From an optimization exercise on the open Yosys and OpenROAD flow, aimed at small area, a short achievable clock period and few clock cycles; shortcuts taken in it are not production practice. The RTL was checked by simulation tests, not by an equivalence proof against the original design.

==> run A <==
// bluenumi_led
module bluenumi_led (
    input  wire        clk,
    input  wire        rst,           
    input  wire        cmd_valid,
    output wire        cmd_ready,
    input  wire [63:0] cmd_word,
    input  wire [31:0] cmd_now,       
    output wire        rsp_valid,
    output wire [3:0]  rsp_status,
    output wire [31:0] led_level      
);
==> module bluenumi_led, before the edit <==
module bluenumi_led (
    input  wire        clk,
    input  wire        rst,           
    input  wire        cmd_valid,
    output wire        cmd_ready,
    input  wire [63:0] cmd_word,
    input  wire [31:0] cmd_now,       
    output wire        rsp_valid,
    output wire [3:0]  rsp_status,
    output wire [31:0] led_level      
);
    localparam [7:0] OP_NOP     = 8'h00;
    localparam [7:0] OP_UPDATE  = 8'h40;
    localparam [7:0] OP_PAUSE   = 8'h41;
    localparam [7:0] OP_RESUME  = 8'h42;
    localparam [7:0] OP_SET_EN  = 8'h43;
    localparam [7:0] OP_SET_PAT = 8'h44;
    reg        led_en;
    reg        led_paused;
    reg        led_pattern;
    reg  [7:0] lvl [0:3];
    reg        busy;         
    reg        phase;        
    reg        upd_q;        
    reg        rnz_q;        
    reg  [2:0] a_q;          
    reg  [8:0] v_q;
    wire [7:0] op     = cmd_word[63:56];
    wire       hi_z   = (cmd_word[55:8] == 48'd0);
    wire       mid_z  = (cmd_word[7:1] == 7'd0);
    wire       b0     = cmd_word[0];
    wire is_nop   = (op == OP_NOP);
    wire is_upd   = (op == OP_UPDATE);
    wire is_pause = (op == OP_PAUSE);
    wire is_res   = (op == OP_RESUME);
    wire is_en    = (op == OP_SET_EN);
    wire is_pat   = (op == OP_SET_PAT);
    wire op_ok = is_nop | is_upd | is_pause | is_res | is_en | is_pat;
    wire rnz   = ((is_nop | is_upd | is_pause | is_res) & ~(hi_z & mid_z & ~b0)) |
                 (is_en & ~(hi_z & mid_z)) |
                 (is_pat & ~hi_z);
    wire bad   = is_pat & ~mid_z;
    wire [3:0] status = ~op_ok ? 4'd1 : rnz ? 4'd2 : bad ? 4'd6 : 4'd0;
    wire       ok     = op_ok & ~rnz & ~bad;
    wire accept   = cmd_valid & ~busy;
    wire live_upd = is_upd & led_en & ~led_paused;
    wire two_cyc  = live_upd | (is_en & ~b0);
    wire last     = busy & (~upd_q | ~led_pattern | phase);
    assign cmd_ready  = ~busy;
    assign rsp_valid  = ~rst & (last | (cmd_valid & ~busy & ~two_cyc));
    assign rsp_status = busy ? {2'b00, rnz_q, 1'b0} : status;
    wire [29:0] A  = cmd_now[31:2];
    wire [6:0]  a0 = A[6:0], a1 = A[13:7], a2 = A[20:14], a3 = A[27:21];
    wire [1:0]  a4 = A[29:28];
    reg  [7:0]  c4;
    always @(*)
        case (a4)
            2'd0:    c4 = 8'd0;
            2'd1:    c4 = 8'd81;
            2'd2:    c4 = 8'd37;
            default: c4 = 8'd118;
        endcase
    wire [13:0] S1 = {7'd0, a0} + {7'd0, a1} + {6'd0, a1, 1'b0} + {7'd0, a2} + {4'd0, a2, 3'b0}
                   + {2'd0, a3, 5'b0} + {5'd0, ~a3, 2'b11} + {7'd0, ~a3} + {6'd0, c4} + 14'd112;
    wire [8:0]  S2 = S1[6:0] + S1[13:7] + {S1[13:7], 1'b0};
    wire [6:0]  m  = (S2 >= 9'd250) ? S2 - 9'd250 : (S2 >= 9'd125) ? S2 - 9'd125 : S2[6:0];
    wire [8:0]  v  = {m, cmd_now[1:0]};
    wire [8:0] w_q = 9'd500 - v_q;
    wire [2:0] dj  = a_q - v_q[4:2];
    wire [2:0] j_q = {dj[2] ^ dj[0], dj[1:0]};
    wire neg0 = j_q[2] ^ (j_q[1:0] != 2'd0);
    wire neg1 = j_q[2] ^ j_q[1];
    wire neg2 = j_q[2] ^ (j_q[1:0] == 2'd3);
    wire neg3 = j_q[2];
    wire s_w = led_pattern ? phase : (j_q[1:0] == 2'd3);
    wire c_w = led_pattern ? phase : (j_q[1:0] == 2'd1);
    wire [7:0] s_q, c_q;
    bn_sin_eval u_sin (.neg(s_w ? neg3 : neg0), .x(s_w ? w_q : v_q), .q(s_q));
    bn_cos_eval u_cos (.neg(c_w ? neg1 : neg2), .x(c_w ? w_q : v_q), .q(c_q));
    wire       eval  = busy & upd_q;
    wire [1:0] r_ch  [0:3];
    wire [7:0] new_ch [0:3];
    wire [3:0] wr_ch;
    genvar k;
    generate
        for (k = 0; k < 4; k = k + 1) begin : g_ch
            wire [1:0] kk = led_pattern ? k : 2'd0;
            assign r_ch[k]   = j_q[1:0] + kk;
            assign new_ch[k] = (r_ch[k][0] ^ r_ch[k][1]) ? c_q : s_q;
            assign wr_ch[k]  = eval & (~led_pattern | (r_ch[k][0] == phase));
            assign led_level[8*k +: 8] = (last & wr_ch[k]) ? new_ch[k] : lvl[k];
        end
    endgenerate
    integer i;
    always @(posedge clk) begin
        if (rst) begin
            led_en      <= 1'b1;
            led_paused  <= 1'b0;
            led_pattern <= 1'b0;
            for (i = 0; i < 4; i = i + 1)
                lvl[i] <= 8'd0;
            busy        <= 1'b0;
            phase       <= 1'b0;
        end else begin
            if (accept) begin
                busy  <= two_cyc;
                phase <= 1'b0;
                upd_q <= live_upd & ok;
                rnz_q <= rnz;
                a_q   <= A[2:0];
                v_q   <= v;
            end else if (busy) begin
                busy  <= ~last;
                phase <= 1'b1;
            end
            if (accept & ok) begin
                if (is_pause)
                    led_paused <= 1'b1;
                if (is_res)
                    led_paused <= 1'b0;
                if (is_en) begin
                    led_en <= b0;
                    if (!b0)
                        for (i = 0; i < 4; i = i + 1)
                            lvl[i] <= 8'd0;
                end
                if (is_pat)
                    led_pattern <= b0;
            end
            for (i = 0; i < 4; i = i + 1)
                if (wr_ch[i])
                    lvl[i] <= new_ch[i];
        end
    end
endmodule
clock: 30.0 ns
lec_check: 0
cap_margin: 20
core_margin: 2
core_utilization: 25
place_density: 0.45
slew_margin: 20
synth_memory_max_bits: 131072
run.sh (not shown) runs the stock make flow with config.mk's settings and CLKGATE_MAP_FILE= SYNTH_SCRIPT=/design/flow/synth_recipe.tcl, a recipe that flattens the netlist after the stock synthesis.
==> inputs of run X, as changes to run A <==
--- a/flow/design.v
+++ b/flow/design.v
@@ -2048,7 +2048,6 @@
     reg        busy;         
     reg        phase;        
     reg        upd_q;        
-    reg        rnz_q;        
     reg  [2:0] a_q;          
     reg  [8:0] v_q;
     wire [7:0] op     = cmd_word[63:56];
@@ -2070,11 +2069,11 @@
     wire       ok     = op_ok & ~rnz & ~bad;
     wire accept   = cmd_valid & ~busy;
     wire live_upd = is_upd & led_en & ~led_paused;
-    wire two_cyc  = live_upd | (is_en & ~b0);
+    wire two_cyc  = ~rnz & (live_upd | (is_en & ~b0));
     wire last     = busy & (~upd_q | ~led_pattern | phase);
     assign cmd_ready  = ~busy;
     assign rsp_valid  = ~rst & (last | (cmd_valid & ~busy & ~two_cyc));
-    assign rsp_status = busy ? {2'b00, rnz_q, 1'b0} : status;
+    assign rsp_status = busy ? 4'd0 : status;
     wire [29:0] A  = cmd_now[31:2];
     wire [6:0]  a0 = A[6:0], a1 = A[13:7], a2 = A[20:14], a3 = A[27:21];
     wire [1:0]  a4 = A[29:28];
@@ -2098,11 +2097,11 @@
     wire neg1 = j_q[2] ^ j_q[1];
     wire neg2 = j_q[2] ^ (j_q[1:0] == 2'd3);
     wire neg3 = j_q[2];
-    wire s_w = led_pattern ? phase : (j_q[1:0] == 2'd3);
-    wire c_w = led_pattern ? phase : (j_q[1:0] == 2'd1);
+    wire xw = led_pattern ? phase : j_q[0];
+    wire [8:0] x = xw ? w_q : v_q;
     wire [7:0] s_q, c_q;
-    bn_sin_eval u_sin (.neg(s_w ? neg3 : neg0), .x(s_w ? w_q : v_q), .q(s_q));
-    bn_cos_eval u_cos (.neg(c_w ? neg1 : neg2), .x(c_w ? w_q : v_q), .q(c_q));
+    bn_sin_eval u_sin (.neg(xw ? neg3 : neg0), .x(x), .q(s_q));
+    bn_cos_eval u_cos (.neg(xw ? neg1 : neg2), .x(x), .q(c_q));
     wire       eval  = busy & upd_q;
     wire [1:0] r_ch  [0:3];
     wire [7:0] new_ch [0:3];
@@ -2114,7 +2113,7 @@
             assign r_ch[k]   = j_q[1:0] + kk;
             assign new_ch[k] = (r_ch[k][0] ^ r_ch[k][1]) ? c_q : s_q;
             assign wr_ch[k]  = eval & (~led_pattern | (r_ch[k][0] == phase));
-            assign led_level[8*k +: 8] = (last & wr_ch[k]) ? new_ch[k] : lvl[k];
+            assign led_level[8*k +: 8] = wr_ch[k] ? new_ch[k] : lvl[k];
         end
     endgenerate
     integer i;
@@ -2132,7 +2131,6 @@
                 busy  <= two_cyc;
                 phase <= 1'b0;
                 upd_q <= live_upd & ok;
-                rnz_q <= rnz;
                 a_q   <= A[2:0];
                 v_q   <= v;
             end else if (busy) begin
@@ -2144,18 +2142,13 @@
                     led_paused <= 1'b1;
                 if (is_res)
                     led_paused <= 1'b0;
-                if (is_en) begin
+                if (is_en)
                     led_en <= b0;
-                    if (!b0)
-                        for (i = 0; i < 4; i = i + 1)
-                            lvl[i] <= 8'd0;
-                end
                 if (is_pat)
                     led_pattern <= b0;
             end
             for (i = 0; i < 4; i = i + 1)
-                if (wr_ch[i])
-                    lvl[i] <= new_ch[i];
+                lvl[i] <= (accept & ok & is_en & ~b0) ? 8'd0 : led_level[8*i +: 8];
         end
     end
 endmodule
ABC_AREA = 1   (was default)
CORE_UTILIZATION = 45   (was 25)
PLACE_DENSITY = 0.6   (was 0.45)
==> inputs of run P, as changes to run A <==
--- a/flow/design.v
+++ b/flow/design.v
@@ -2048,7 +2048,6 @@
     reg        busy;         
     reg        phase;        
     reg        upd_q;        
-    reg        rnz_q;        
     reg  [2:0] a_q;          
     reg  [8:0] v_q;
     wire [7:0] op     = cmd_word[63:56];
@@ -2070,11 +2069,11 @@
     wire       ok     = op_ok & ~rnz & ~bad;
     wire accept   = cmd_valid & ~busy;
     wire live_upd = is_upd & led_en & ~led_paused;
-    wire two_cyc  = live_upd | (is_en & ~b0);
+    wire two_cyc  = ~rnz & (live_upd | (is_en & ~b0));
     wire last     = busy & (~upd_q | ~led_pattern | phase);
     assign cmd_ready  = ~busy;
     assign rsp_valid  = ~rst & (last | (cmd_valid & ~busy & ~two_cyc));
-    assign rsp_status = busy ? {2'b00, rnz_q, 1'b0} : status;
+    assign rsp_status = busy ? 4'd0 : status;
     wire [29:0] A  = cmd_now[31:2];
     wire [6:0]  a0 = A[6:0], a1 = A[13:7], a2 = A[20:14], a3 = A[27:21];
     wire [1:0]  a4 = A[29:28];
@@ -2098,11 +2097,11 @@
     wire neg1 = j_q[2] ^ j_q[1];
     wire neg2 = j_q[2] ^ (j_q[1:0] == 2'd3);
     wire neg3 = j_q[2];
-    wire s_w = led_pattern ? phase : (j_q[1:0] == 2'd3);
-    wire c_w = led_pattern ? phase : (j_q[1:0] == 2'd1);
+    wire xw = led_pattern ? phase : j_q[0];
+    wire [8:0] x = xw ? w_q : v_q;
     wire [7:0] s_q, c_q;
-    bn_sin_eval u_sin (.neg(s_w ? neg3 : neg0), .x(s_w ? w_q : v_q), .q(s_q));
-    bn_cos_eval u_cos (.neg(c_w ? neg1 : neg2), .x(c_w ? w_q : v_q), .q(c_q));
+    bn_sin_eval u_sin (.neg(xw ? neg3 : neg0), .x(x), .q(s_q));
+    bn_cos_eval u_cos (.neg(xw ? neg1 : neg2), .x(x), .q(c_q));
     wire       eval  = busy & upd_q;
     wire [1:0] r_ch  [0:3];
     wire [7:0] new_ch [0:3];
@@ -2114,7 +2113,7 @@
             assign r_ch[k]   = j_q[1:0] + kk;
             assign new_ch[k] = (r_ch[k][0] ^ r_ch[k][1]) ? c_q : s_q;
             assign wr_ch[k]  = eval & (~led_pattern | (r_ch[k][0] == phase));
-            assign led_level[8*k +: 8] = (last & wr_ch[k]) ? new_ch[k] : lvl[k];
+            assign led_level[8*k +: 8] = wr_ch[k] ? new_ch[k] : lvl[k];
         end
     endgenerate
     integer i;
@@ -2132,7 +2131,6 @@
                 busy  <= two_cyc;
                 phase <= 1'b0;
                 upd_q <= live_upd & ok;
-                rnz_q <= rnz;
                 a_q   <= A[2:0];
                 v_q   <= v;
             end else if (busy) begin
@@ -2144,18 +2142,13 @@
                     led_paused <= 1'b1;
                 if (is_res)
                     led_paused <= 1'b0;
-                if (is_en) begin
+                if (is_en)
                     led_en <= b0;
-                    if (!b0)
-                        for (i = 0; i < 4; i = i + 1)
-                            lvl[i] <= 8'd0;
-                end
                 if (is_pat)
                     led_pattern <= b0;
             end
             for (i = 0; i < 4; i = i + 1)
-                if (wr_ch[i])
-                    lvl[i] <= new_ch[i];
+                lvl[i] <= (accept & ok & is_en & ~b0) ? 8'd0 : led_level[8*i +: 8];
         end
     end
 endmodule
==> flow/flow/run.sh (new file) <==
#!/bin/bash
# The standard layout (standard.sh), with one change: the buffers that
# buffer_ports puts on every input and output port are sky130_fd_sc_hd__buf_1
# cells instead of the tool's default pick (clkdlybuf4s50_1, a delay cell).
# ORFS's own logs go to orfs/logs; make's output goes to standard.log.
set -euo pipefail
bash standard.sh 'BUFFER_PORTS_ARGS=-buffer_cell sky130_fd_sc_hd__buf_1' finish > standard.log 2>&1
==> flow/standard.sh (new file) <==
#!/bin/bash
# synth_recipe.tcl (not shown) runs the flow's synth.tcl, then flattens the netlist and writes it again
# the make line also repeats each setting of config.mk as NAME=value (left out here)
make -C /OpenROAD-flow-scripts/flow DESIGN_CONFIG=/design/flow/config.mk WORK_HOME=/design/flow/orfs CLKGATE_MAP_FILE= SYNTH_SCRIPT=/design/flow/synth_recipe.tcl "${@:-finish}"
ABC_AREA = 1   (was default)
CORE_UTILIZATION = 45   (was 25)
PLACE_DENSITY = 0.6   (was 0.45)
removed: flow/run.sh
==> notes.md <==
- The highest via count belongs to run A, the lowest to run P.
- Of run A and run X, run A has the higher non-clock buffer count (gap 26).
- Between run P and run A, the lower utilization is in run A (gap 20 points).
- Hold slack: run P > run X > run A.
- Of run P and run A, run P has the higher critical path depth (gap 7).
Testbench counts of run A, summed over its fixed seeds: cycles 37,036.
Testbench counts of run X, summed over its fixed seeds: cycles 37,036.
Testbench counts of run P, summed over its fixed seeds: cycles 37,036.

static timing again, ports no longer ideal:
The results above use ideal ports. As a check the final layouts listed here were re-extracted and re-timed, cells and wires unchanged. Step 1 (the two cells are an assumption about what drives the block):
set clk [get_ports {clk}]
set_driving_cell -lib_cell sky130_fd_sc_hd__clkbuf_16 $clk
set_driving_cell -lib_cell sky130_fd_sc_hd__buf_2 [delete_from_list [all_inputs] $clk]
Step 2 also shifts input and output timing later by t, the mid clock arrival at the registers, as if the neighbouring blocks saw the same clock. Three values: no drivers, after step 1, after step 2; two values: the first two.
run	t, ns	slack for setup (ns)	latest minus earliest clock arrival (ns)	cell pins on the clock port's net
run A	0.344	15.342 / 15.321 / 15.321	0.011 / 0.011	1
run X	0.342	15.469 / 15.446 / 15.446	0.010 / 0.010	1
run P	0.350	16.203 / 16.181 / 16.181	0.017 / 0.017	1
After both steps every run listed still meets setup and hold. For run X, which loses most, drivers alone change the setup slack by -0.023 ns; drivers and shift together by -0.023 ns.
